What follows belongs to an exercise in optimizing a design on an open flow for small area, a short achievable clock period and few clock cycles; a production flow would make more cautious choices. The RTL was checked by simulation tests, not by an equivalence proof against the original design. Power and IR drop assume default switching activity.

**flow/config.mk**
```make
export PLATFORM = sky130hd
export DESIGN_NAME = mcb_core
export DESIGN_NICKNAME = mcb_core
export VERILOG_FILES = /design/flow/design.v
export SDC_FILE = /design/flow/constraint.sdc
export NUM_CORES = 8
export LEC_CHECK = 0
export CAP_MARGIN = 30
export CORE_MARGIN = 2
export CORE_UTILIZATION = 40
export SETUP_SLACK_MARGIN = 4
export SLEW_MARGIN = 30
```
**flow/run.sh**
```bash
#!/bin/bash
# synth_recipe.tcl (not shown) runs the flow's synth.tcl, then flattens the netlist and writes it again
# the make line also repeats each setting of config.mk as NAME=value (left out here)
make -C /OpenROAD-flow-scripts/flow DESIGN_CONFIG=/design/flow/config.mk WORK_HOME=/design/flow/orfs CLKGATE_MAP_FILE= SYNTH_SCRIPT=/design/flow/synth_recipe.tcl finish
```
**flow/constraint.sdc**
```tcl
create_clock -name core_clock -period 12.0 [get_ports {clk}]
set_input_delay 2.4000 -clock core_clock [delete_from_list [all_inputs] [get_ports {clk}]]
set_output_delay 2.4000 -clock core_clock [all_outputs]
set_load 0.01 [all_outputs]
```
**flow/design.v**
```verilog
module mcb_core #(
    parameter EDGE_DEPTH = 32,              
    parameter AW         = 5                
) (
    input  wire        clk,
    input  wire        rst,
    input  wire        cmd_valid,
    output wire        cmd_ready,
    input  wire [63:0] cmd_data,
    output wire        evt_valid,
    input  wire        evt_ready,
    output wire [63:0] evt_data,
    output wire        irq
);
    localparam [1:0] LV_LOW = 2'd0, LV_MID = 2'd1, LV_HIGH = 2'd2;
    localparam [1:0] CH_EMPTY = 2'd0, CH_OPEN = 2'd1, CH_CLOSED = 2'd2, CH_FAILED = 2'd3;
    localparam [2:0] AS_IDLE = 3'd0, AS_LEN = 3'd1, AS_DATA = 3'd2, AS_SUM = 3'd3, AS_END = 3'd4;
    localparam [3:0] OP_NOP = 4'h0, OP_SAMPLE = 4'h1, OP_CLOSE = 4'h2, OP_QUERY = 4'h3,
                     OP_DECODE = 4'h4, OP_ASM_BYTE = 4'h5, OP_ASM_CLEAR = 4'h6,
                     OP_EDGE_RD = 4'h7, OP_CSR_RD = 4'h8, OP_CSR_WR = 4'h9, OP_CLEAR = 4'hA;
    localparam [7:0] E_ILLEGAL_OP = 8'h01, E_RSVD_NONZERO = 8'h02, E_BAD_LEVEL = 8'h03,
                     E_CH_NOT_OPEN = 8'h04, E_OUT_OF_ORDER = 8'h05, E_EMPTY_CHANNEL = 8'h06,
                     E_EDGE_OVERFLOW = 8'h07, E_NOT_READY = 8'h08, E_NOT_CONFIGURED = 8'h09,
                     E_BAD_CSR = 8'h0A, E_CSR_READ_ONLY = 8'h0B, E_BAD_CSR_VALUE = 8'h0C,
                     E_INDEX_RANGE = 8'h0D, E_ASM_TIME_ORDER = 8'h0E;
    localparam [1:0] ST_IDLE = 2'd0, ST_DEC = 2'd2;
    localparam [1:0] EM_NONE = 2'd0, EM_HDR = 2'd1, EM_DATA = 2'd2, EM_END = 2'd3;
    reg  [2:0]  ctrl;
    reg  [31:0] bit_ticks;
    reg  [3:0]  data_bits;
    reg  [1:0]  stop_short;
    reg  [1:0]  stop_long;
    reg  [15:0] resync_bp;
    reg  [7:0]  end_marker;
    reg  [7:0]  mk_marker [0:7];
    reg  [3:0]  mk_type   [0:7];
    reg  [7:0]  mk_valid;
    reg  [8:0]  isr;
    reg  [8:0]  ier;
    reg  [11:0] last_err;
    reg  [31:0] bytes_scanned, frames_found, frames_dropped, resync_discards;
    reg  [31:0] bytes_decoded, ambig_count, bit0_count;
    reg  [1:0]  ch_state [0:1];
    reg  [AW:0] ch_count [0:1];
    reg  [47:0] ch_last_t [0:1];
    reg  [1:0]  ch_last_l [0:1];
    reg         ch_prev_rec [0:1];
    reg  [49:0] emem0 [0:EDGE_DEPTH-1];
    reg  [49:0] emem1 [0:EDGE_DEPTH-1];
    reg  [2:0]  as_state;
    reg         as_have_prev;
    reg  [47:0] as_prev_t;
    reg         as_prev_dir;
    reg  [7:0]  f_marker;
    reg  [3:0]  f_type;
    reg  [7:0]  f_len;
    reg  [7:0]  f_ptr;           
    reg  [7:0]  f_sum;
    reg  [7:0]  f_acc;           
    reg  [8*255-1:0] f_data;     
    reg  [47:0] tol;             
    reg  [35:0] cs_short;        
    reg  [35:0] cs_long;         
    reg  [33:0] bt3;             
    reg  [34:0] bt5;             
    reg         mul_busy;
    reg  [1:0]  mul_ph;
    reg  [3:0]  mul_i;
    reg  [1:0]  st;
    reg  [1:0]  em;              
    reg  [63:0] w;               
    reg         w_v;
    reg         evt_valid_q;
    reg  [63:0] evt_data_q;
    reg         sk_v;            
    reg  [63:0] sk_d;
    reg  [7:0]  qc;
    reg         d_bit;           
    reg  [AW:0] q;               
    reg  [AW:0] qa;              
    reg  [47:0] nx_t;            
    reg  [1:0]  nx_l;
    reg  [47:0] n1_t;            
    reg  [1:0]  n1_l;
    reg  [47:0] n2_t;            
    reg  [1:0]  n2_l;
    reg         prev_hi;         
    reg         d_hold;          
    reg  [1:0]  d_quirk;         
    reg  [48:0] d_cursor;
    reg  [47:0] d_s;
    reg  [49:0] du1;             
    reg  [49:0] du2;             
    reg  [49:0] d_u0;            
    reg         c1_pend;         
    reg  [3:0]  d_bi;
    reg  [7:0]  d_val;
    reg  [1:0]  d_lp0;
    reg  [1:0]  d_ls;
    reg  [1:0]  cur0;            
    reg  [AW:0] p1n;             
    reg  [1:0]  cur1;
    reg  [47:0] c1e_t;           
    reg  [1:0]  c1e_l;
    reg         c1e_ok;          
    reg  [1:0]  d_adv;           
    reg  [47:0] a_t;
    reg  [7:0]  a_v;
    reg         a_dir;
    reg         a_pend;          
    reg         a_big;           
    function [49:0] add50;
        input [49:0] a;
        input [49:0] b;
        input        cin;
        reg   [49:0] p, gg, pp, c;
        integer      k, n, j;
        begin
            p  = a ^ b;
            gg = a & b;
            pp = p;
            for (k = 0; k < 6; k = k + 1)
                for (n = 0; n < 50; n = n + 1)
                    if ((n >> k) & 1) begin
                        j     = ((n >> k) << k) - 1;
                        gg[n] = gg[n] | (pp[n] & gg[j]);
                        pp[n] = pp[n] & pp[j];
                    end
            c[0] = cin;
            for (n = 1; n < 50; n = n + 1)
                c[n] = gg[n-1] | (pp[n-1] & cin);
            add50 = p ^ c;
        end
    endfunction
    function le50;
        input [49:0] a;
        input [49:0] b;
        reg   [49:0] gg, pp;
        integer      k, n, j;
        begin
            gg = b & ~a;
            pp = b | ~a;
            for (k = 0; k < 6; k = k + 1)
                for (n = 0; n < 50; n = n + 1)
                    if ((n >> k) & 1) begin
                        j     = ((n >> k) << k) - 1;
                        gg[n] = gg[n] | (pp[n] & gg[j]);
                        pp[n] = pp[n] & pp[j];
                    end
            le50 = gg[49] | pp[49];
        end
    endfunction
    function [31:0] inc32;
        input [31:0] x;
        reg   [31:0] pp, c;
        integer      k, n, j;
        begin
            pp = x;
            for (k = 0; k < 5; k = k + 1)
                for (n = 0; n < 32; n = n + 1)
                    if ((n >> k) & 1) begin
                        j     = ((n >> k) << k) - 1;
                        pp[n] = pp[n] & pp[j];
                    end
            c[0] = 1'b1;
            for (n = 1; n < 32; n = n + 1)
                c[n] = pp[n-1];
            inc32 = x ^ c;
        end
    endfunction
    wire [3:0]  op    = w[63:60];
    wire        w_ch  = w[59];
    wire [1:0]  w_lvl = w[58:57];
    wire [7:0]  w_val = w[55:48];
    wire [47:0] w_t   = w[47:0];
    wire [7:0]  w_csr = w[39:32];
    wire [31:0] w_dat = w[31:0];
    wire needs_mul = (op == OP_DECODE) || (op == OP_ASM_BYTE);
    wire exec      = w_v && (st == ST_IDLE) && (em == EM_NONE) && !a_pend && !sk_v &&
                     !(needs_mul && mul_busy);
    assign cmd_ready = !rst && (!w_v || exec);
    assign evt_valid = evt_valid_q && !rst;
    assign evt_data  = evt_data_q;
    assign irq       = |(isr & ier);
    wire cmd_fire = cmd_valid && cmd_ready;
    wire ev_room  = !sk_v;
    reg        ev_push;
    reg [63:0] ev_data;
    reg [63:0] rsv;
    always @(*) begin
        case (op)
            OP_NOP, OP_DECODE, OP_ASM_CLEAR, OP_CLEAR: rsv = 64'h0FFF_FFFF_FFFF_FFFF;
            OP_CLOSE:    rsv = 64'h07FF_FFFF_FFFF_FFFF;
            OP_SAMPLE:   rsv = 64'h01FF_0000_0000_0000;
            OP_QUERY:    rsv = 64'h07FF_0000_0000_0000;
            OP_ASM_BYTE: rsv = 64'h0700_0000_0000_0000;
            OP_EDGE_RD:  rsv = 64'h07FF_FFFF_0000_0000;
            OP_CSR_RD:   rsv = 64'h0FFF_FF00_FFFF_FFFF;
            OP_CSR_WR:   rsv = 64'h0FFF_FF00_0000_0000;
            default:     rsv = 64'h0;
        endcase
    end
    wire [1:0]  c_state    = ch_state[w_ch];
    wire [AW:0] c_count    = ch_count[w_ch];
    wire [47:0] c_last_t   = ch_last_t[w_ch];
    wire [1:0]  c_last_l   = ch_last_l[w_ch];
    wire        c_prev_rec = ch_prev_rec[w_ch];
    wire [AW:0]   q1     = q + 1'b1;
    wire [AW:0]   q2     = q + 2'd2;
    wire [AW:0]   qa1    = qa + 1'b1;
    wire [AW:0]   qa2    = qa + 2'd2;
    wire [7:0]  q_ok;
    genvar gk;
    generate
        for (gk = 0; gk < 8; gk = gk + 1) begin : g_qok
            assign q_ok[gk] = qc[gk] && (c_count > 4 * gk + 3);
        end
    endgenerate
    wire [3:0]  q_r = q_ok[7] ? 4'd8 : q_ok[6] ? 4'd7 : q_ok[5] ? 4'd6 : q_ok[4] ? 4'd5 :
                      q_ok[3] ? 4'd4 : q_ok[2] ? 4'd3 : q_ok[1] ? 4'd2 : q_ok[0] ? 4'd1 : 4'd0;
    reg [AW-1:0] ra0, ra1;
    always @(*) begin
        case (st)
            ST_DEC:  ra0 = qa[AW-1:0];
            default: ra0 = (op == OP_QUERY) ? {q_r[2:0], 2'b00} : w_dat[AW-1:0];
        endcase
        case (st)
            ST_DEC:  ra1 = p1n[AW-1:0];
            default: ra1 = (op == OP_QUERY) ? {q_r[2:0], 2'b00} : w_dat[AW-1:0];
        endcase
    end
    wire [2:0]  r0_0 = ra0[4:2];
    wire [2:0]  r0_1 = ra0[4:2] + (ra0[1:0] > 2'd1);
    wire [2:0]  r0_2 = ra0[4:2] + (ra0[1:0] > 2'd2);
    wire [2:0]  r0_3 = ra0[4:2];
    wire [2:0]  r1_0 = ra1[4:2] + (ra1[1:0] > 2'd0);
    wire [2:0]  r1_1 = ra1[4:2] + (ra1[1:0] > 2'd1);
    wire [2:0]  r1_2 = ra1[4:2] + (ra1[1:0] > 2'd2);
    wire [2:0]  r1_3 = ra1[4:2];
    wire [49:0] b0_0 = emem0[{r0_0 + (ra0[1:0] > 2'd0), 2'd0}];
    wire [49:0] b0_1 = emem0[{r0_1, 2'd1}];
    wire [49:0] b0_2 = emem0[{r0_2, 2'd2}];
    wire [49:0] b0_3 = emem0[{r0_3, 2'd3}];
    wire [49:0] b1_0 = emem1[{r1_0, 2'd0}];
    wire [49:0] b1_1 = emem1[{r1_1, 2'd1}];
    wire [49:0] b1_2 = emem1[{r1_2, 2'd2}];
    wire [49:0] b1_3 = emem1[{r1_3, 2'd3}];
    reg  [49:0] rd0, rd0b, rd1;
    always @(*) begin
        case (ra0[1:0])
            2'd0: begin rd0 = b0_0; rd0b = b0_1; end
            2'd1: begin rd0 = b0_1; rd0b = b0_2; end
            2'd2: begin rd0 = b0_2; rd0b = b0_3; end
            default: begin rd0 = b0_3; rd0b = b0_0; end
        endcase
        case (ra1[1:0])
            2'd0: rd1 = b1_0;
            2'd1: rd1 = b1_1;
            2'd2: rd1 = b1_2;
            default: rd1 = b1_3;
        endcase
    end
    wire csr_mapped = (w_csr <= 8'h04) || (w_csr >= 8'h08 && w_csr <= 8'h1D);
    wire csr_ro     = (w_csr == 8'h00) || (w_csr == 8'h10) || (w_csr >= 8'h13 && w_csr <= 8'h1D);
    wire csr_legal  = !((w_csr == 8'h02) && (w_dat == 32'd0)) &&
                      !((w_csr == 8'h03) && ((w_dat[3:0] == 4'd0) || (w_dat[3:0] > 4'd8)));
    reg [31:0] csr_rdata;
    always @(*) begin
        csr_rdata = 32'd0;
        case (w_csr)
            8'h00: csr_rdata = 32'h4D43_0001;
            8'h01: csr_rdata = {29'd0, ctrl};
            8'h02: csr_rdata = bit_ticks;
            8'h03: csr_rdata = {resync_bp, 8'd0, stop_long, stop_short, data_bits};
            8'h04: csr_rdata = {24'd0, end_marker};
            8'h08, 8'h09, 8'h0A, 8'h0B, 8'h0C, 8'h0D, 8'h0E, 8'h0F:
                   csr_rdata = {mk_valid[w_csr[2:0]], 19'd0, mk_type[w_csr[2:0]], mk_marker[w_csr[2:0]]};
            8'h10: csr_rdata = {24'd0, as_have_prev, as_state, ch_state[1], ch_state[0]};
            8'h11: csr_rdata = {23'd0, isr};
            8'h12: csr_rdata = {23'd0, ier};
            8'h13: csr_rdata = {20'd0, last_err};
            8'h14: csr_rdata = {{(31-AW){1'b0}}, ch_count[0]};
            8'h15: csr_rdata = {{(31-AW){1'b0}}, ch_count[1]};
            8'h16: csr_rdata = bytes_scanned;
            8'h17: csr_rdata = frames_found;
            8'h18: csr_rdata = frames_dropped;
            8'h19: csr_rdata = resync_discards;
            8'h1A: csr_rdata = bytes_decoded;
            8'h1B: csr_rdata = ambig_count;
            8'h1C: csr_rdata = bit0_count;
            8'h1D: csr_rdata = EDGE_DEPTH;
            default: csr_rdata = 32'd0;
        endcase
    end
    wire          smp_trans = (w_lvl != c_last_l);
    wire [AW+1:0] smp_need  = c_prev_rec ? 2'd1 : 2'd2;
    reg [7:0] err_code;
    reg       err_fatal;
    always @(*) begin
        err_code  = 8'h00;
        err_fatal = 1'b0;
        if (op >= 4'hB)
            err_code = E_ILLEGAL_OP;
        else if ((w & rsv) != 64'd0)
            err_code = E_RSVD_NONZERO;
        else begin
            case (op)
                OP_SAMPLE: begin
                    if (w_lvl == 2'b11)
                        err_code = E_BAD_LEVEL;
                    else if (c_state == CH_CLOSED || c_state == CH_FAILED)
                        err_code = E_CH_NOT_OPEN;
                    else if (c_state == CH_OPEN && le50({2'b00, w_t}, {2'b00, c_last_t})) begin
                        err_code = E_OUT_OF_ORDER; err_fatal = 1'b1;
                    end else if (c_state == CH_OPEN && smp_trans &&
                                 ({1'b0, c_count} + smp_need > EDGE_DEPTH)) begin
                        err_code = E_EDGE_OVERFLOW; err_fatal = 1'b1;
                    end
                end
                OP_CLOSE: begin
                    if (c_state == CH_CLOSED || c_state == CH_FAILED)
                        err_code = E_CH_NOT_OPEN;
                    else if (c_state == CH_EMPTY) begin
                        err_code = E_EMPTY_CHANNEL; err_fatal = 1'b1;
                    end else if (!c_prev_rec && (c_count + 1'b1 > EDGE_DEPTH)) begin
                        err_code = E_EDGE_OVERFLOW; err_fatal = 1'b1;
                    end
                end
                OP_QUERY: begin
                    if (c_state != CH_CLOSED) err_code = E_NOT_READY;
                end
                OP_EDGE_RD: begin
                    if (c_state != CH_CLOSED)       err_code = E_NOT_READY;
                    else if ((|w_dat[31:AW+1]) || (w_dat[AW:0] >= c_count)) err_code = E_INDEX_RANGE;
                end
                OP_DECODE: begin
                    if (ch_state[0] != CH_CLOSED || ch_state[1] != CH_CLOSED)
                        err_code = E_NOT_READY;
                    else if (bit_ticks == 32'd0)
                        err_code = E_NOT_CONFIGURED;
                end
                OP_ASM_BYTE: begin
                    if (bit_ticks == 32'd0)
                        err_code = E_NOT_CONFIGURED;
                    else if (as_have_prev && !le50({2'b00, as_prev_t}, {2'b00, w_t}))
                        err_code = E_ASM_TIME_ORDER;
                end
                OP_CSR_RD: begin
                    if (!csr_mapped) err_code = E_BAD_CSR;
                end
                OP_CSR_WR: begin
                    if (!csr_mapped)      err_code = E_BAD_CSR;
                    else if (csr_ro)      err_code = E_CSR_READ_ONLY;
                    else if (!csr_legal)  err_code = E_BAD_CSR_VALUE;
                end
                default: ;
            endcase
        end
    end
    wire ok = (err_code == 8'h00);
    wire            smp_ok  = exec && ok && (op == OP_SAMPLE);
    wire [AW-1:0]   smp_idx = (c_state == CH_EMPTY) ? {AW{1'b0}} : c_count[AW-1:0];
    wire            smp_two = (c_state != CH_EMPTY) && smp_trans && !c_prev_rec;
    wire            mem_we  = smp_ok && ((c_state == CH_EMPTY) || smp_trans || !c_count[AW]);
    wire [AW-1:0]   mem_idx = smp_idx + smp_two;
    wire [49:0] qe0 = w_ch ? b1_0 : b0_0;
    wire [49:0] qe1 = w_ch ? b1_1 : b0_1;
    wire [49:0] qe2 = w_ch ? b1_2 : b0_2;
    wire [4:0]  q_b = {q_r[2:0], 2'b00};
    wire        qh0 = ({1'b0, q_b}        < c_count) && le50({2'b00, qe0[47:0]}, {2'b00, w_t});
    wire        qh1 = ({1'b0, q_b} + 6'd1 < c_count) && le50({2'b00, qe1[47:0]}, {2'b00, w_t});
    wire        qh2 = ({1'b0, q_b} + 6'd2 < c_count) && le50({2'b00, qe2[47:0]}, {2'b00, w_t});
    reg  [1:0]  q_lp;
    always @(*) begin
        case (q_r)
            4'd0:    q_lp = LV_HIGH;
            4'd1:    q_lp = w_ch ? emem1[3][49:48]  : emem0[3][49:48];
            4'd2:    q_lp = w_ch ? emem1[7][49:48]  : emem0[7][49:48];
            4'd3:    q_lp = w_ch ? emem1[11][49:48] : emem0[11][49:48];
            4'd4:    q_lp = w_ch ? emem1[15][49:48] : emem0[15][49:48];
            4'd5:    q_lp = w_ch ? emem1[19][49:48] : emem0[19][49:48];
            4'd6:    q_lp = w_ch ? emem1[23][49:48] : emem0[23][49:48];
            4'd7:    q_lp = w_ch ? emem1[27][49:48] : emem0[27][49:48];
            default: q_lp = w_ch ? emem1[31][49:48] : emem0[31][49:48];
        endcase
    end
    wire [1:0]  q_lvl = q_r[3] ? q_lp : qh2 ? qe2[49:48] : qh1 ? qe1[49:48] : qh0 ? qe0[49:48] : q_lp;
    wire [7:0]  qc_nxt;
    generate
        for (gk = 0; gk < 8; gk = gk + 1) begin : g_qc
            wire [47:0] et = cmd_data[59] ? emem1[4 * gk + 3][47:0] : emem0[4 * gk + 3][47:0];
            assign qc_nxt[gk] = le50({2'b00, et}, {2'b00, cmd_data[47:0]});
        end
    endgenerate
    wire [48:0] uh1  = du1[49:1];
    wire [48:0] uh2  = du2[49:1];           
    wire        v0   = (q  < ch_count[0]);
    wire        v1   = (q1 < ch_count[0]);
    wire        v2   = (q2 < ch_count[0]);
    wire        b01  = v0 && le50({2'b00, nx_t}, {1'b0, uh1});
    wire        b11  = v1 && le50({2'b00, n1_t}, {1'b0, uh1});
    wire        b21  = v2 && le50({2'b00, n2_t}, {1'b0, uh1});
    wire        b02  = v0 && le50({2'b00, nx_t}, {1'b0, uh2});
    wire        b12  = v1 && le50({2'b00, n1_t}, {1'b0, uh2});
    wire        b22  = v2 && le50({2'b00, n2_t}, {1'b0, uh2});
    wire [1:0]  lv1  = !b01 ? cur0 : !b11 ? nx_l : n1_l;
    wire [1:0]  lv2  = !b02 ? cur0 : !b12 ? nx_l : n1_l;
    wire [1:0]  n1   = !b01 ? 2'd0 : !b11 ? 2'd1 : 2'd2;
    wire [1:0]  n2   = !b02 ? 2'd0 : !b12 ? 2'd1 : 2'd2;
    wire [3:0]  bi1      = d_bi + 4'd1;
    wire        one_left = (bi1 == data_bits);           
    wire        two_last = (bi1 + 4'd1 == data_bits);    
    wire        out_free = !a_pend && (em == EM_NONE) && ev_room;
    wire        fin_ok   = out_free && !c1_pend;
    wire        r_two    = d_bit && !one_left && !b21 && !b22 && (!two_last || fin_ok);
    wire        r_one    = d_bit && !b21 && (one_left ? fin_ok : !r_two);
    wire        r_fin    = (r_two && two_last) || (r_one && one_left);
    wire [1:0]  adv      = one_left ? (b21 ? 2'd2 : n1) : (b22 ? 2'd2 : n2);
    wire [2:0]  adv_sum  = {1'b0, d_adv} + {1'b0, adv};
    wire [1:0]  adv_nxt  = (adv_sum >= 3'd2) ? 2'd2 : adv_sum[1:0];
    wire [1:0]  lv_fin   = r_two ? lv2 : lv1;
    wire [1:0] lp0_f   = (d_bi == 4'd0) ? lv1 : d_lp0;
    wire [1:0] ls_f    = cur1;
    wire       dir_b_f = (ls_f == LV_MID);
    reg  [7:0] val_f;
    always @(*) begin
        val_f = d_val;
        val_f[d_bi[2:0]] = (lv1 == LV_HIGH);
        if (r_two) val_f[bi1[2:0]] = (lv2 == LV_HIGH);
    end
    wire [3:0]  cb_short = 4'd1 + data_bits + {2'b00, stop_short};
    wire [3:0]  cb_long  = 4'd1 + data_bits + {2'b00, stop_long};
    wire [47:0] mul_acc  = (mul_ph == 2'd0) ? tol : (mul_ph == 2'd1) ? {12'd0, cs_short} : {12'd0, cs_long};
    wire        mul_bit  = (mul_ph == 2'd0) ? resync_bp[mul_i] :
                           (mul_ph == 2'd1) ? cb_short[mul_i[1:0]] : cb_long[mul_i[1:0]];
    wire [49:0] mul_sum  = add50({1'b0, mul_acc, 1'b0}, mul_bit ? {18'd0, bit_ticks} : 50'd0, 1'b0);
    wire [49:0] cursor_x = add50({2'b00, d_s}, {14'd0, (dir_b_f ? cs_long : cs_short)}, 1'b0);
    wire [48:0] cursor_f = cursor_x[48:0];
    wire        a1 = c1_pend && c1e_ok && (p1n < ch_count[1]) && le50({2'b00, c1e_t}, {1'b0, d_u0[49:1]});
    wire [49:0] du_a = add50(du2, bt2, 1'b0);
    wire [49:0] du_b = add50(du2, bt4, 1'b0);
    wire        w_go     = !d_bit && !d_hold && v0;
    wire        w_st0    = (d_quirk == 2'd0) && prev_hi && (nx_l != LV_HIGH) &&
                           le50({1'b0, d_cursor}, {2'b00, nx_t});
    wire        w_st1    = (d_quirk != 2'd2) && v1 && (nx_l == LV_HIGH) && (n1_l != LV_HIGH) &&
                           le50({1'b0, d_cursor}, {2'b00, n1_t});
    wire        w_done   = !d_bit && !d_hold && !v0;
    wire [47:0] w_s      = w_st0 ? nx_t : n1_t;
    wire [49:0] bt3_x    = add50({17'd0, w_dat, 1'b0}, {18'd0, w_dat}, 1'b0);
    wire [49:0] bt5_x    = add50({16'd0, w_dat, 2'b00}, {18'd0, w_dat}, 1'b0);
    wire [49:0] u_first  = add50({1'b0, w_s, 1'b0}, {16'd0, bt3}, 1'b0);
    wire [49:0] u_second = add50({1'b0, w_s, 1'b0}, {15'd0, bt5}, 1'b0);
    wire [49:0] bt2      = {17'd0, bit_ticks, 1'b0};
    wire [49:0] bt4      = {16'd0, bit_ticks, 2'b0};
    wire [47:0] big_t     = (st == ST_DEC) ? d_s : w_t;
    wire [49:0] big_gx    = add50({2'b00, big_t}, {2'b11, ~as_prev_t}, 1'b1);
    wire [47:0] big_gap   = big_gx[47:0];
    wire        big_now   = !le50({2'b00, big_gap}, {2'b00, tol});
    wire        as_resync = as_have_prev && (a_big || (a_dir != as_prev_dir));
    wire [2:0]  as_cur    = as_resync ? AS_IDLE : as_state;
    reg         mk_hit;
    reg  [3:0]  mk_hit_type;
    integer     m;
    always @(*) begin
        mk_hit = 1'b0;
        mk_hit_type = 4'd0;
        for (m = 7; m >= 0; m = m - 1) begin
            if (mk_valid[m] && mk_marker[m] == a_v) begin
                mk_hit = 1'b1;
                mk_hit_type = mk_type[m];
            end
        end
    end
    wire        frame_ok = (a_v == end_marker) && (f_acc == 8'd0);
    wire        as_emit  = (as_cur == AS_END) && frame_ok && ctrl[1];
    wire [31:0] f_back   = {23'd0, {1'b0, f_len} + 9'd3};
    wire [49:0] f_startx = add50({18'd0, bytes_scanned}, {18'd0, ~f_back}, 1'b1);
    wire [31:0] f_start  = f_startx[31:0];
    reg  [254:0] f_sel;
    integer      fj;
    always @(*) begin
        for (fj = 0; fj < 255; fj = fj + 1)
            f_sel[fj] = (f_ptr == fj);
    end
    reg  [7:0]   fd;
    always @(*) begin
        fd = 8'd0;
        for (fj = 0; fj < 255; fj = fj + 1)
            fd = fd | (f_data[8*fj +: 8] & {8{f_sel[fj]}});
    end
    wire         f_we = a_pend && (as_cur == AS_DATA);
    always @(*) begin
        ev_push = 1'b0;
        ev_data = 64'd0;
        if (em != EM_NONE) begin
            if (ev_room) begin
                ev_push = 1'b1;
                case (em)
                    EM_HDR:  ev_data = {4'h5, f_type, f_marker, f_len, f_sum, f_start};
                    EM_DATA: ev_data = {4'h6, 44'd0, f_ptr, fd};
                    default: ev_data = {4'h7, 20'd0, a_v, bytes_scanned};
                endcase
            end
        end else begin
            case (st)
                ST_IDLE: if (exec) begin
                    if (!ok) begin
                        ev_push = ctrl[2];
                        ev_data = {4'hE, op, err_code, w_t};
                    end else if (op == OP_EDGE_RD) begin
                        ev_push = 1'b1;
                        ev_data = {4'h2, w_ch, 9'd0, (w_ch ? rd1[49:48] : rd0[49:48]),
                                   (w_ch ? rd1[47:0] : rd0[47:0])};
                    end else if (op == OP_CSR_RD) begin
                        ev_push = 1'b1;
                        ev_data = {4'h3, 20'd0, w_csr, csr_rdata};
                    end else if (op == OP_QUERY) begin
                        ev_push = 1'b1;
                        ev_data = {4'h1, w_ch, 9'd0, q_lvl, w_t};
                    end
                end
                ST_DEC: begin
                    if (r_fin) begin
                        ev_push = ctrl[0];
                        ev_data = {4'h4, dir_b_f, (ls_f == LV_HIGH), (lp0_f == LV_HIGH), 1'b0,
                                   val_f, d_s};
                    end else if (w_done && out_free) begin
                        ev_push = 1'b1;
                        ev_data = {4'h8, 28'd0, bytes_decoded};
                    end
                end
                default: ;
            endcase
        end
    end
    integer i;
    always @(posedge clk) begin
        if (rst) begin
            st           <= ST_IDLE;
            em           <= EM_NONE;
            a_pend       <= 1'b0;
            w_v          <= 1'b0;
            evt_valid_q  <= 1'b0;
            sk_v         <= 1'b0;
            ctrl         <= 3'b111;
            bit_ticks    <= 32'd0;
            bt3          <= 34'd0;
            bt5          <= 35'd0;
            data_bits    <= 4'd8;
            stop_short   <= 2'd1;
            stop_long    <= 2'd2;
            resync_bp    <= 16'd100;
            end_marker   <= 8'h03;
            for (i = 0; i < 8; i = i + 1) begin
                mk_marker[i] <= 8'h00;
                mk_type[i]   <= 4'h0;
            end
            mk_marker[0] <= 8'h01;
            mk_marker[1] <= 8'h02;
            mk_type[1]   <= 4'h1;
            mk_valid     <= 8'b0000_0011;
            isr          <= 9'd0;
            ier          <= 9'd0;
            last_err     <= 12'd0;
            bytes_scanned   <= 32'd0;
            frames_found    <= 32'd0;
            frames_dropped  <= 32'd0;
            resync_discards <= 32'd0;
            bytes_decoded   <= 32'd0;
            ambig_count     <= 32'd0;
            bit0_count      <= 32'd0;
            ch_state[0]  <= CH_EMPTY;
            ch_state[1]  <= CH_EMPTY;
            ch_count[0]  <= 0;
            ch_count[1]  <= 0;
            as_state     <= AS_IDLE;
            as_have_prev <= 1'b0;
            tol          <= 48'd0;
            cs_short     <= 36'd0;
            cs_long      <= 36'd0;
            mul_busy     <= 1'b0;
        end else begin
            if (!evt_valid_q || evt_ready) begin
                evt_valid_q <= sk_v || ev_push;
                evt_data_q  <= sk_v ? sk_d : ev_data;
                sk_v        <= 1'b0;
            end else begin
                if (!sk_v) sk_d <= ev_data;
                if (ev_push) sk_v <= 1'b1;
            end
            if (cmd_fire) begin
                w   <= cmd_data;
                qc  <= qc_nxt;
                w_v <= 1'b1;
            end else if (exec) begin
                w_v <= 1'b0;
            end
            if (mul_busy) begin
                case (mul_ph)
                    2'd0: tol      <= mul_sum[47:0];
                    2'd1: cs_short <= mul_sum[35:0];
                    default: cs_long <= mul_sum[35:0];
                endcase
                if (mul_i == 4'd0) begin
                    mul_ph <= mul_ph + 1'b1;
                    mul_i  <= 4'd3;
                    if (mul_ph == 2'd2) mul_busy <= 1'b0;
                end else begin
                    mul_i <= mul_i - 1'b1;
                end
            end
            if (mem_we) begin
                if (w_ch) emem1[mem_idx] <= {w_lvl, w_t};
                else      emem0[mem_idx] <= {w_lvl, w_t};
            end
            if (exec) begin
                if (!ok) begin
                    last_err <= {op, err_code};
                    isr[0]   <= 1'b1;
                    if (err_fatal) begin
                        ch_state[w_ch] <= CH_FAILED;
                        isr[1 + w_ch]  <= 1'b1;
                    end
                end else begin
                    case (op)
                        OP_SAMPLE: begin
                            if (c_state == CH_EMPTY) begin
                                ch_count[w_ch]    <= 1;
                                ch_prev_rec[w_ch] <= 1'b1;
                                ch_state[w_ch]    <= CH_OPEN;
                            end else if (!smp_trans) begin
                                ch_prev_rec[w_ch] <= 1'b0;
                            end else begin
                                ch_count[w_ch]    <= c_count + (c_prev_rec ? 2'd1 : 2'd2);
                                ch_prev_rec[w_ch] <= 1'b1;
                            end
                            ch_last_t[w_ch] <= w_t;
                            ch_last_l[w_ch] <= w_lvl;
                        end
                        OP_CLOSE: begin
                            if (!c_prev_rec) begin
                                ch_count[w_ch]    <= c_count + 1'b1;
                                ch_prev_rec[w_ch] <= 1'b1;
                            end
                            ch_state[w_ch] <= CH_CLOSED;
                        end
                        OP_DECODE: begin
                            as_state        <= AS_IDLE;
                            as_have_prev    <= 1'b0;
                            bytes_scanned   <= 32'd0;
                            frames_found    <= 32'd0;
                            frames_dropped  <= 32'd0;
                            resync_discards <= 32'd0;
                            bytes_decoded   <= 32'd0;
                            ambig_count     <= 32'd0;
                            bit0_count      <= 32'd0;
                            d_cursor        <= 49'd0;
                            d_bit           <= 1'b0;
                            d_hold          <= 1'b0;
                            d_quirk         <= 2'd0;
                            q               <= 1;
                            qa              <= 4;
                            nx_t            <= emem0[1][47:0];
                            nx_l            <= emem0[1][49:48];
                            n1_t            <= emem0[2][47:0];
                            n1_l            <= emem0[2][49:48];
                            n2_t            <= emem0[3][47:0];
                            n2_l            <= emem0[3][49:48];
                            prev_hi         <= (emem0[0][49:48] == LV_HIGH);
                            p1n             <= 0;
                            cur1            <= LV_HIGH;
                            c1_pend         <= 1'b0;
                            c1e_ok          <= 1'b0;
                            st              <= ST_DEC;
                        end
                        OP_ASM_BYTE: begin
                            a_t    <= w_t;
                            a_big  <= big_now;
                            a_v    <= w_val;
                            a_dir  <= w_ch;
                            a_pend <= 1'b1;
                        end
                        OP_ASM_CLEAR: begin
                            as_state        <= AS_IDLE;
                            as_have_prev    <= 1'b0;
                            bytes_scanned   <= 32'd0;
                            frames_found    <= 32'd0;
                            frames_dropped  <= 32'd0;
                            resync_discards <= 32'd0;
                        end
                        OP_CSR_WR: begin
                            case (w_csr)
                                8'h01: ctrl <= w_dat[2:0];
                                8'h02: begin
                                    bit_ticks <= w_dat;
                                    bt3       <= bt3_x[33:0];
                                    bt5       <= bt5_x[34:0];
                                end
                                8'h03: begin
                                    data_bits  <= w_dat[3:0];
                                    stop_short <= w_dat[5:4];
                                    stop_long  <= w_dat[7:6];
                                    resync_bp  <= w_dat[31:16];
                                end
                                8'h04: end_marker <= w_dat[7:0];
                                8'h08, 8'h09, 8'h0A, 8'h0B, 8'h0C, 8'h0D, 8'h0E, 8'h0F: begin
                                    mk_marker[w_csr[2:0]] <= w_dat[7:0];
                                    mk_type[w_csr[2:0]]   <= w_dat[11:8];
                                    mk_valid[w_csr[2:0]]  <= w_dat[31];
                                end
                                8'h11: isr <= isr & ~w_dat[8:0];
                                8'h12: ier <= w_dat[8:0];
                                default: ;
                            endcase
                            if (w_csr == 8'h02 || w_csr == 8'h03) begin
                                mul_busy <= 1'b1;
                                mul_ph   <= 2'd0;
                                mul_i    <= 4'd15;
                                tol      <= 48'd0;
                                cs_short <= 36'd0;
                                cs_long  <= 36'd0;
                            end
                        end
                        OP_CLEAR: begin
                            ch_state[0]     <= CH_EMPTY;
                            ch_state[1]     <= CH_EMPTY;
                            ch_count[0]     <= 0;
                            ch_count[1]     <= 0;
                            as_state        <= AS_IDLE;
                            as_have_prev    <= 1'b0;
                            bytes_scanned   <= 32'd0;
                            frames_found    <= 32'd0;
                            frames_dropped  <= 32'd0;
                            resync_discards <= 32'd0;
                            bytes_decoded   <= 32'd0;
                            ambig_count     <= 32'd0;
                            bit0_count      <= 32'd0;
                            isr             <= 9'd0;
                            last_err        <= 12'd0;
                        end
                        default: ;   
                    endcase
                end
            end
            if (st == ST_DEC) begin
                c1e_t  <= rd1[47:0];
                c1e_l  <= rd1[49:48];
                c1e_ok <= !a1;
                if (a1) begin
                    p1n  <= p1n + 1'b1;
                    cur1 <= c1e_l;
                end else begin
                    if (c1e_ok) c1_pend <= 1'b0;
                end
                if (d_bit) begin
                    case (adv)
                        2'd1: begin
                            q    <= q1;
                            qa   <= qa1;
                            nx_t <= n1_t;
                            nx_l <= n1_l;
                            n1_t <= n2_t;
                            n1_l <= n2_l;
                            n2_t <= rd0[47:0];
                            n2_l <= rd0[49:48];
                            cur0 <= nx_l;
                        end
                        2'd2: begin
                            q    <= q2;
                            qa   <= qa2;
                            nx_t <= n2_t;
                            nx_l <= n2_l;
                            n1_t <= rd0[47:0];
                            n1_l <= rd0[49:48];
                            n2_t <= rd0b[47:0];
                            n2_l <= rd0b[49:48];
                            cur0 <= n1_l;
                        end
                        default: ;
                    endcase
                    d_adv <= adv_nxt;
                    if (r_one || r_two) begin
                        d_val <= val_f;
                        d_lp0 <= lp0_f;
                        d_ls  <= ls_f;
                    end
                    if (r_fin) begin
                        d_cursor      <= cursor_f;
                        bytes_decoded <= inc32(bytes_decoded);
                        if (ls_f == LV_HIGH) begin
                            ambig_count <= inc32(ambig_count);
                            isr[3]      <= 1'b1;
                        end
                        if (lp0_f == LV_HIGH) begin
                            bit0_count <= inc32(bit0_count);
                            isr[4]     <= 1'b1;
                        end
                        a_t    <= d_s;
                        a_big  <= big_now;
                        a_v    <= val_f;
                        a_dir  <= dir_b_f;
                        a_pend <= 1'b1;
                        prev_hi <= (lv_fin == LV_HIGH);
                        d_bit   <= 1'b0;
                        d_hold  <= !adv_nxt[1];
                    end else if (r_two) begin
                        d_bi <= d_bi + 4'd2;
                        du1  <= du_a;
                        du2  <= du_b;
                    end else if (r_one) begin
                        d_bi <= bi1;
                        du1  <= du2;
                        du2  <= du_a;
                    end
                end else if (d_hold) begin
                    d_hold  <= 1'b0;
                    d_quirk <= !as_emit ? 2'd0 : (d_adv == 2'd0) ? 2'd2 : 2'd1;
                end else if (v0) begin
                    d_quirk <= 2'd0;
                    if (w_st0) begin
                        q    <= q1;
                        qa   <= qa1;
                        nx_t <= n1_t;
                        nx_l <= n1_l;
                        n1_t <= n2_t;
                        n1_l <= n2_l;
                        n2_t <= rd0[47:0];
                        n2_l <= rd0[49:48];
                        cur0 <= nx_l;
                    end else begin
                        q       <= q2;
                        qa      <= qa2;
                        nx_t    <= n2_t;
                        nx_l    <= n2_l;
                        n1_t    <= rd0[47:0];
                        n1_l    <= rd0[49:48];
                        n2_t    <= rd0b[47:0];
                        n2_l    <= rd0b[49:48];
                        cur0    <= n1_l;
                        prev_hi <= (n1_l == LV_HIGH);
                    end
                    if (w_st0 || w_st1) begin
                        d_s     <= w_s;
                        d_bi    <= 4'd0;
                        d_val   <= 8'd0;
                        du1     <= u_first;
                        du2     <= u_second;
                        d_u0    <= u_first;
                        c1_pend <= 1'b1;
                        d_adv   <= 2'd0;
                        d_bit   <= 1'b1;
                    end
                end else if (out_free) begin
                    isr[8] <= 1'b1;
                    st     <= ST_IDLE;
                end
            end
            if (a_pend) begin
                a_pend <= 1'b0;
                if (as_resync && as_state != AS_IDLE) begin
                    resync_discards <= inc32(resync_discards);
                    isr[7]          <= 1'b1;
                end
                as_have_prev  <= 1'b1;
                as_prev_t     <= a_t;
                as_prev_dir   <= a_dir;
                bytes_scanned <= inc32(bytes_scanned);
                case (as_cur)
                    AS_IDLE: begin
                        as_state <= AS_IDLE;
                        if (mk_hit) begin
                            f_marker <= a_v;
                            f_type   <= mk_hit_type;
                            as_state <= AS_LEN;
                        end
                    end
                    AS_LEN: begin
                        f_len    <= a_v;
                        f_acc    <= a_v;
                        f_ptr    <= 8'd0;
                        as_state <= (a_v != 8'd0) ? AS_DATA : AS_SUM;
                    end
                    AS_DATA: begin
                        f_acc           <= f_acc + a_v;
                        f_ptr           <= f_ptr + 1'b1;
                        if (f_ptr + 1'b1 == f_len)
                            as_state <= AS_SUM;
                    end
                    AS_SUM: begin
                        f_sum    <= a_v;
                        f_acc    <= f_acc + a_v;
                        as_state <= AS_END;
                    end
                    default: begin   
                        as_state <= AS_IDLE;
                        if (frame_ok) begin
                            frames_found <= inc32(frames_found);
                            isr[5]       <= 1'b1;
                            if (ctrl[1]) begin
                                bytes_scanned <= bytes_scanned;
                                f_ptr         <= 8'd0;
                                em            <= EM_HDR;
                            end
                        end else begin
                            frames_dropped <= inc32(frames_dropped);
                            isr[6]         <= 1'b1;
                        end
                    end
                endcase
            end
            for (fj = 0; fj < 255; fj = fj + 1)
                if (f_we && f_sel[fj]) f_data[8*fj +: 8] <= a_v;
            if (em != EM_NONE && ev_room) begin
                case (em)
                    EM_HDR:  em <= (f_len == 8'd0) ? EM_END : EM_DATA;
                    EM_DATA: begin
                        f_ptr <= f_ptr + 1'b1;
                        if (f_ptr + 1'b1 == f_len) em <= EM_END;
                    end
                    default: begin
                        bytes_scanned <= inc32(bytes_scanned);
                        em <= EM_NONE;
                    end
                endcase
            end
        end
    end
endmodule
```
==> results of run 1 <==
==> registers in the layout, indices dropped and copies added, names as in the netlist, 49 cells and up, named ones only <==
name        flops
mk_marker      64
du1            49
f_data       2040
d_u0           49
emem0        1600
evt_data_q     64
d_cursor       49
emem1        1600
w              64
du2            49
ch_last_t      96
sk_d           64
==> power by group <==
part           internal [W]  switching, W
Sequential           0.0261      0.000198
Combinational       0.00178       0.00465
Clock                0.0133        0.0106
Total                0.0412        0.0154
==> placed cells by master, fill, tap and decap left out, types with 446 or more instances in the layout <==
cell type     n
edfxtp_1   6299
nand2_1    2512
buf_4      1404
nor2_1     1400
a21oi_1    1350
mux2i_1     962
o21ai_0     855
a22oi_1     801
clkbuf_16   763
mux4_2      632
inv_1       564
dfxtp_1     530
nor3_1      468
ha_1        446
==> how the worst max path moves through the flow <==
stage,startpoint,to,cells past startpoint
2_1_floorplan,d_cursor[0]$_DFFE_PN_,d_s[0]$_DFFE_PP_,16
3_3_place_gp,cmd_data[59],qc[5]$_DFFE_PP_,11
3_5_place_dp,nx_t[16]$_DFFE_PN_,du2[44]$_DFFE_PP_,32
5_1_grt,nx_t[18]$_DFFE_PN_,du1[29]$_DFFE_PP_,33
6_report,f_ptr[4]$_DFFE_PN_,evt_data_q[1]$_DFFE_PP_,15
4_1_cts,du2[42]$_DFFE_PP_,nx_t[25]$_DFFE_PN_,19
==> per-stage QoR <==
| stage | area (µm²) | setup WS, ns |
|---|---|---|
| 4_1_cts | 369000 | 3.99 |
| 5_1_grt | 371000 | 3.94 |
| 6_report | 372000 | 3.42 |
| 3_3_place_gp | 342000 | 1.72 |
| 2_1_floorplan | 320000 | 1.04 |
| 3_5_place_dp | 344000 | 2.25 |
==> layer usage <==
layer  routed length (µm)  GRT usage [%]  vias to the layer above
met4               145000           27.6                      174
met2               666000           53.4                    25800
met5                 6660           4.88                        -
met1               631000           53.1                   134000
met3               320000           23.8                     4889
li1                     -              -                    99200
==> critical path: cells and delay by family (launching register included) <==
| kind | cells | cell delay, ns |
|---|---|---|
| AO/OA/AOI/OAI | 6 | 2.96 |
| buffers and inverters | 2 | 0.65 |
| flip-flops | 1 | 0.60 |
| AND/OR/NAND/NOR | 7 | 3.96 |
==> cell families after synthesis <==
family	share of synthesized area [%]
compound gates	12.9
xor+xnor	1.17
fa+ha+maj	3.02
buf+inv	2.64
flops	62.6
mux	8.21
simple gates	9.52
==> layout make-up <==
type                    count  area [µm²]  share of cell area, %
flip-flops and latches   6834      200000                   53.8
multi-input cells       15700      115000                   30.9
clock buffers             912       19700                   5.31
repair buffers           1741       15500                   4.17
well taps               10600       13200                   3.56
clock inverters           481        5010                   1.35
inverters                 626        2450                  0.660
diodes                    390         976                  0.263
repair inverters            2        17.5                0.00471
==> repair_timing <==
| item | CTS | global route |
|---|---|---|
| pin swaps | 24 | 17 |
| setup endpoints to repair | 2935 | 822 |
| hold endpoints to repair | 0 | 0 |
| hold buffers | 0 | 0 |
| gates resized for setup | 78 | 68 |
| buffers inserted | 48 | 36 |
| gates cloned | 3 | 3 |
==> summary.txt, run 1 <==
largest net degree at the start of global routing=147; Initial Util=between 40% and 50%; routed vias=264k; CTS H-tree depth=6; final net count=26.3k; HPWL after detailed placement=1280000 µm; Finish-stage setup viols=0; worst min-delay path startpoint=a_t[26]$_DFFE_PN_; most frequent cell after synthesis=edfxtp_1; drt initial violations=56.7k; WS Path Type=flip-flop to flip-flop; asr flop ratio synth=0%; layout cells sized above 1=16.3%; CTS tree=done; Pre-antenna DRT Iters=12; wirelength, routed=1770000 µm; Slew HR=13.0%; Post-Syn Instances=24.7k; Critical R2R Capture=evt_data_q[1]$_DFFE_PP_; Max Slew Vio Count=0; CP max FO=11; GP Congestion=1.15; final setup TNS=0 ns; Synth top area share=59.2%; Cell variety after synth=106; Post-Syn Area per Cell=approximately 13 µm²; Lkg Pwr=127 nW; Die Ht=898 µm; Max-Cap Viols=0; Post-synth EDFFs=6299; Layout Cells excl Fill=between 30k and 40k; data required time of the critical path=12.90 ns; crit path max-delay cell type=nor4_2; global-route wire length before repair=2260000 µm; type of the tightest min-delay check=flip-flop to flip-flop; Main synth FF type=edfxtp_1; WHS Path Cells=0; Std-Cell Rows=328; CTS sink cnt=between 6k and 7k; Peak VDD IR=approximately 0.17 mV; Critical Path AT=~9.5 ns; DRC=0; Final Core Density=46.7%; core area=797000 µm²; DR WL/cell=47.5 µm; status=finished clean; Synth warnings=1; Via-to-Cell Ratio=7.08; CP max stage delay=a little over 0.9 ns; Setup crit start kind=flip-flop; num ports=135; CTS Buffer Depth=4; final hold vios=0; Final ANT Viol Nets=0; vias in the first global route=between 200k and 250k; Setup Skew=0.133 ns; number of cells on the worst reg-to-reg path=15; largest cells by area after synthesis=edfxtp_1, mux4_2, dfxtp_1; Root Buffer=clkbuf_16; total track usage=41.9%; Syn Nets=between 20k and 30k; reg2reg start=f_ptr[4]$_DFFE_PN_; placed cells=35.4k; sequential cell area fraction in the yosys report=62.6%; Post-synth top cells=edfxtp_1, nand2_1, nor2_1, a21oi_1, clkbuf_1; initial antenna violation count=321; total grt overflow=0; worst-skew pair later-pin latency=1.27 ns; clock-pin slew on the worst setup and hold paths=0.07 ns; Die ar.=between 800000 and 900000 µm²; worst hold slack=roughly 0.44 ns; Final Critical Period=8.58 ns; Yosys top cell by area=edfxtp_1; Worst R2R Setup Slack=3.42 ns; RSZ-0062 raised after global routing=yes; Synth Register Bits=6834; Netlist Area Pre-Place=319000 µm²; Hold EP=as_prev_t[26]$_DFFE_PP_; IO Port Bufs=between 100 and 150; Least-Margin Pin Slew=1.31 ns; Fill cells=between 70k and 80k; Fmax=117 MHz; Area Growth Syn to Fin=16.4%; Final Cycle Share=between 70% and 80%; Tot Pwr=between 0.05 and 0.06 W; CTS buffer count=approximately 750; power density over the cells=~150 nW/µm²; CP Cell Sequence=and2_1 -> nand2_1 -> buf_4 -> nor2_1 -> buf_4 -> a22oi_1 -> nand4_1 -> or4_1 -> nor4_2 -> nand4_1 -> o41ai_1 -> a31oi_1 -> a221oi_1 -> o21ai_0 -> a221o_1; CP endpoint kind=flip-flop; die outline width=898 µm
Testbench counts, summed over its fixed seeds: cycles 7,185.
==> run 2: changes to the inputs <==
--- a/flow/design.v
+++ b/flow/design.v
@@ -105,7 +105,6 @@
     reg         c1e_ok;          
     reg  [1:0]  d_adv;           
-    reg  [47:0] a_t;
     reg  [7:0]  a_v;
-    reg         a_dir;
+    reg         a_ddir;          
     reg         a_pend;          
     reg         a_big;           
@@ -364,4 +363,8 @@
     wire            mem_we  = smp_ok && ((c_state == CH_EMPTY) || smp_trans || !c_count[AW]);
     wire [AW-1:0]   mem_idx = smp_idx + smp_two;
+    reg             wb_v;
+    reg             wb_ch;
+    reg  [AW-1:0]   wb_idx;
+    wire [49:0]     wb_d    = {ch_last_l[wb_ch], ch_last_t[wb_ch]};
     wire [49:0] qe0 = w_ch ? b1_0 : b0_0;
     wire [49:0] qe1 = w_ch ? b1_1 : b0_1;
@@ -387,8 +390,10 @@
     wire [1:0]  q_lvl = q_r[3] ? q_lp : qh2 ? qe2[49:48] : qh1 ? qe1[49:48] : qh0 ? qe0[49:48] : q_lp;
     wire [7:0]  qc_nxt;
+    wire        qc_fwd = le50({2'b00, wb_d[47:0]}, {2'b00, cmd_data[47:0]});
     generate
         for (gk = 0; gk < 8; gk = gk + 1) begin : g_qc
             wire [47:0] et = cmd_data[59] ? emem1[4 * gk + 3][47:0] : emem0[4 * gk + 3][47:0];
-            assign qc_nxt[gk] = le50({2'b00, et}, {2'b00, cmd_data[47:0]});
+            wire        fw = wb_v && (wb_ch == cmd_data[59]) && (wb_idx == 4 * gk + 3);
+            assign qc_nxt[gk] = fw ? qc_fwd : le50({2'b00, et}, {2'b00, cmd_data[47:0]});
         end
     endgenerate
@@ -457,5 +462,5 @@
     wire [47:0] big_gap   = big_gx[47:0];
     wire        big_now   = !le50({2'b00, big_gap}, {2'b00, tol});
-    wire        as_resync = as_have_prev && (a_big || (a_dir != as_prev_dir));
+    wire        as_resync = as_have_prev && (a_big || a_ddir);
     wire [2:0]  as_cur    = as_resync ? AS_IDLE : as_state;
     reg         mk_hit;
@@ -541,4 +546,5 @@
             a_pend       <= 1'b0;
             w_v          <= 1'b0;
+            wb_v         <= 1'b0;
             evt_valid_q  <= 1'b0;
             sk_v         <= 1'b0;
@@ -610,7 +616,10 @@
                 end
             end
-            if (mem_we) begin
-                if (w_ch) emem1[mem_idx] <= {w_lvl, w_t};
-                else      emem0[mem_idx] <= {w_lvl, w_t};
+            wb_v   <= mem_we;
+            wb_ch  <= w_ch;
+            wb_idx <= mem_idx;
+            if (wb_v) begin
+                if (wb_ch) emem1[wb_idx] <= wb_d;
+                else       emem0[wb_idx] <= wb_d;
             end
             if (exec) begin
@@ -675,8 +684,9 @@
                         end
                         OP_ASM_BYTE: begin
-                            a_t    <= w_t;
+                            as_prev_t   <= w_t;
+                            as_prev_dir <= w_ch;
+                            a_ddir <= (w_ch != as_prev_dir);
                             a_big  <= big_now;
                             a_v    <= w_val;
-                            a_dir  <= w_ch;
                             a_pend <= 1'b1;
                         end
@@ -796,8 +806,9 @@
                             isr[4]     <= 1'b1;
                         end
-                        a_t    <= d_s;
+                        as_prev_t   <= d_s;
+                        as_prev_dir <= dir_b_f;
+                        a_ddir <= (dir_b_f != as_prev_dir);
                         a_big  <= big_now;
                         a_v    <= val_f;
-                        a_dir  <= dir_b_f;
                         a_pend <= 1'b1;
                         prev_hi <= (lv_fin == LV_HIGH);
@@ -863,6 +874,4 @@
                 end
                 as_have_prev  <= 1'b1;
-                as_prev_t     <= a_t;
-                as_prev_dir   <= a_dir;
                 bytes_scanned <= inc32(bytes_scanned);
                 case (as_cur)
--- a/flow/config.mk
+++ b/flow/config.mk
@@ -6,7 +6,10 @@
 export NUM_CORES = 8
 export LEC_CHECK = 0
+export ABC_AREA = 1
 export CAP_MARGIN = 30
 export CORE_MARGIN = 2
-export CORE_UTILIZATION = 40
-export SETUP_SLACK_MARGIN = 4
+export CORE_UTILIZATION = 45
+export CTS_CLUSTER_DIAMETER = 60
+export CTS_CLUSTER_SIZE = 30
+export SETUP_SLACK_MARGIN = 5
 export SLEW_MARGIN = 30
==> summary.txt, run 2 <==
Main synth FF type=edfxtp_1 (unchanged); CTS H-tree depth=6 (unchanged); num ports=135 (unchanged); CTS Buffer Depth=4 (unchanged); routed vias=282k (was 264k); Post-synth top cells=nand2_1, edfxtp_1, o21ai_0, nor2_1, inv_1 (was edfxtp_1, nand2_1, nor2_1, a21oi_1, clkbuf_1); power density over the cells=147 nW/µm² (was 152 nW/µm²); Lkg Pwr=133 nW (was 127 nW); CP endpoint kind=flip-flop (unchanged); DR WL/cell=38.1 µm (was 47.5 µm); final setup TNS=0 ns (unchanged); DRC=0 (unchanged); Initial Util=45.2% (was 40.1%); initial antenna violation count=259 (was 321); Via-to-Cell Ratio=6.60 (was 7.08); IO Port Bufs=134 (unchanged); largest cells by area after synthesis=edfxtp_1, nand2_1, o21ai_0 (was edfxtp_1, mux4_2, dfxtp_1); CTS sink cnt=6794 (was 6834); Peak VDD IR=0.168 mV (was 0.171 mV); layout cells sized above 1=9.90% (was 16.3%); Sw Share=30.2% (was 27.3%); Critical Path AT=8.34 ns (was 9.48 ns); Layout Cells excl Fill=42.8k (was 37.3k); final hold vios=0 (unchanged); Least-Margin Pin Slew=1.26 ns (was 1.31 ns); Setup Skew=0.0754 ns (was 0.133 ns); Std-Cell Rows=312 (was 328); RSZ-0062 raised after global routing=yes (unchanged); die outline width=855 µm (was 898 µm); Yosys top cell by area=edfxtp_1 (unchanged); Max Slew Vio Count=0 (unchanged); data required time of the critical path=13.05 ns (was 12.90 ns); Slew HR=16.3% (was 13.0%); Top reg by flops=f_data (unchanged); HPWL after detailed placement=1150000 µm (was 1280000 µm); CTS buffer count=579 (was 752); sequential cell area fraction in the yosys report=61.0% (was 62.6%); Root Buffer=clkbuf_16 (unchanged); Cell variety after synth=98 (was 106); clock share of power=38.1% (was 42.2%); CP max FO=27 (was 11); Final Cycle Share=60.7% (was 71.5%); final worst slack=4.71 ns (was 3.42 ns); top flop regs=f_data x2040, emem0 x1600, emem1 x1600 (unchanged); Pre-antenna DRT Iters=8 (was 12); core area=722000 µm² (was 797000 µm²); Syn Nets=32.8k (was 25.3k); largest net degree at the start of global routing=189 (was 147); Synth Register Bits=6794 (was 6834); Final ANT Viol Nets=0 (unchanged); Netlist Area Pre-Place=326000 µm² (was 319000 µm²); total track usage=42.9% (was 41.9%); most frequent cells in the layout=nand2_1, edfxtp_1, o21ai_0, nor2_1, inv_1 (was edfxtp_1, nand2_1, buf_4, nor2_1, a21oi_1); global-route wire length before repair=2160000 µm (was 2260000 µm); Synth warnings=1 (unchanged); Setup crit start kind=flip-flop (unchanged); Die ar.=731000 µm² (was 806000 µm²); highest metal used=met5 (unchanged); Die Ht=855 µm (was 898 µm); worst hold slack=0.436 ns (was 0.440 ns); total grt overflow=0 (unchanged); combinational share of power=14.0% (was 11.4%); DRT met1 WL=589000 µm (was 631000 µm); Post-synth EDFFs=6257 (was 6299); drt initial violations=50.2k (was 56.7k); max FFs per register=2040 (unchanged); Seq pwr share=48.0% (was 46.5%); worst-skew pair later-pin latency=1.23 ns (was 1.27 ns); wirelength, routed=1630000 µm (was 1770000 µm); Max-Cap Viols=0 (unchanged); asr flop ratio synth=0% (unchanged); Post-Syn Instances=32.2k (was 24.7k); status=finished clean (unchanged); placed cells=41.3k (was 35.4k); final net count=33.1k (was 26.3k); metal3 WL=233000 µm (was 320000 µm); pre-CTS setup slack=2.71 ns (was 2.25 ns); Area Growth Syn to Fin=13.4% (was 16.4%); Finish-stage setup viols=0 (unchanged); Fmax=137 MHz (was 117 MHz); most common cell after layout, fill and taps aside=nand2_1 (was edfxtp_1); Met2 Wirelength=656000 µm (was 666000 µm); CTS tree=done (unchanged); Final Critical Period=7.29 ns (was 8.58 ns); Psw=0.0164 W (was 0.0154 W); WS Path Type=flip-flop to flip-flop (unchanged); vias in the first global route=250k (was 229k); most frequent cell after synthesis=nand2_1 (was edfxtp_1); clock-pin slew on the worst setup and hold paths=0.08 ns (was 0.07 ns); GP Congestion=1.15 (about the same); Synth top area share=57.7% (was 59.2%); type of the tightest min-delay check=flip-flop to flip-flop (unchanged); Post-Syn Area per Cell=10.1 µm² (was 12.9 µm²); internal power=0.0381 W (was 0.0412 W)
[run 2: cell count changes in the layout (fill, tap and decap cells not counted), moves of 684 or more]
cell,delta
a22oi_1,-688
a21oi_1,+684
o21ai_0,+1862
inv_1,+1837
nor2_1,+1003
nand3_1,+785
nand2_1,+4462
mux2i_1,-897
[run 2: worst paths after layout]
kind / from / end / slack, ns / cells past startpoint
hold reg to reg: frames_dropped[19]$_SDFF_PP0_ / frames_dropped[19]$_SDFF_PP0_ / 0.44 / 1
setup / recovery: w[45]$_DFFE_PP_ / evt_data_q[3]$_DFFE_PP_ / 4.71 / 20
hold / removal: frames_dropped[19]$_SDFF_PP0_ / frames_dropped[19]$_SDFF_PP0_ / 0.44 / 1
setup reg to reg: w[45]$_DFFE_PP_ / evt_data_q[3]$_DFFE_PP_ / 4.71 / 20
[run 2: cells by family after synthesis]
logic type | Yosys count | share of synthesized area (%)
XOR/XNOR | 336 | 0.903
AND/OR/NAND/NOR | 12000 | 15.1
AO/OA/AOI/OAI | 8312 | 15.7
adder cells (fa/ha/maj) | 506 | 2.04
multiplexers | 71 | 0.220
buffers and inverters | 4215 | 5.09
flip-flops | 6794 | 61.0
[run 2: repair_timing]
| item | 4_1_cts | 5_1_grt |
|---|---|---|
| resized for setup | 430 | 313 |
| hold buffers | 0 | 0 |
| buffers inserted | 91 | 63 |
| cloned | 30 | 21 |
| setup endpoints to repair | 1151 | 594 |
| pin swaps | 45 | 58 |
[run 2: layout make-up]
cell class / instances / area (µm²)
diodes: 168 / 420
clock buffers: 638 / 15200
clock inverters: 433 / 5140
fillers: 64900 / 352000
inverters: 2565 / 10100
multi-input cells: 21200 / 115000
flip-flops and latches: 6794 / 199000
well taps: 9577 / 12000
repair buffers: 1350 / 13000
repair inverters: 19 / 194
[run 2: critical path: stages (launching register included)]
cell and delay, ns:
edfxtp_1 0.76, buf_4 0.47, inv_2 0.44, buf_4 0.47, o22ai_1 0.14, nor3b_1 0.18, a2111oi_1 0.45, buf_4 0.25
nand4_1 0.37, nor3_2 0.43, nor2_1 0.11, nand3_1 0.10, nand2_1 0.22, nand3_1 0.21, nor2_4 0.07, buf_4 0.25
nor2_2 0.16, clkinv_2 0.67, o211ai_1 0.89, nand2_1 0.26, nand2_1 0.16
[run 2: power by group through the flow]
| stage | Combinational, W | Sequential (W) | Clock (W) |
|---|---|---|---|
| 6_report | 0.00761 | 0.0261 | 0.0207 |
| 3_3_place_gp | 0.00655 | 0.0267 | 0 |
| 5_1_grt | 0.00764 | 0.0261 | 0.0215 |
| 4_1_cts | 0.00692 | 0.0261 | 0.0207 |
| 3_5_place_dp | 0.00660 | 0.0267 | 0 |
| 2_1_floorplan | 0.00318 | 0.0267 | 0 |
[run 2: stage by stage]
stage / instance area [µm²] / power, W / util [%]
6_report: 370000 / 0.0545 / 51.2
5_1_grt: 369000 / 0.0553 / 51.2
4_1_cts: 367000 / 0.0537 / 50.8
3_5_place_dp: 343000 / 0.0333 / 47.5
3_3_place_gp: 342000 / 0.0332 / 47.3
2_1_floorplan: 326000 / 0.0299 / -
[run 2: metal layers]
layer / vias up / track usage [%]
met1: 139000 / 55.0
met2: 21700 / 59.3
met3: 4552 / 15.4
met5: - / 0
li1: 117000 / -
met4: 104 / 31.9
Testbench counts of run 2, summed over its fixed seeds: cycles 7,185.

==> static timing again, ports no longer ideal <==
How much do the figures lean on ideal ports? The routed layouts below were timed once more, with nothing changed but the port constraints.
Step 1 sets driving cells, clkbuf_16 on the clock port and buf_2 on the other inputs (assumed; they add their load-dependent delay and slew).
Step 2 also shifts input and output timing later by t, the mid clock arrival at the registers, as if the neighbouring blocks saw the same clock.
Three values: ideal ports, drivers, drivers and shift; two values: the first two.
| run | t (ns) | setup slack, ns | pins driven straight from the clock port |
|---|---|---|---|
| run 1 | 1.349 | 3.424 / 3.424 / 2.579 | 1 |
| run 2 | 1.361 | 4.715 / 4.715 / 3.849 | 1 |
After both steps setup and hold are still met in every run listed. For run 2, which loses most, drivers alone change the setup slack by 0.000 ns; drivers and shift together by -0.866 ns.
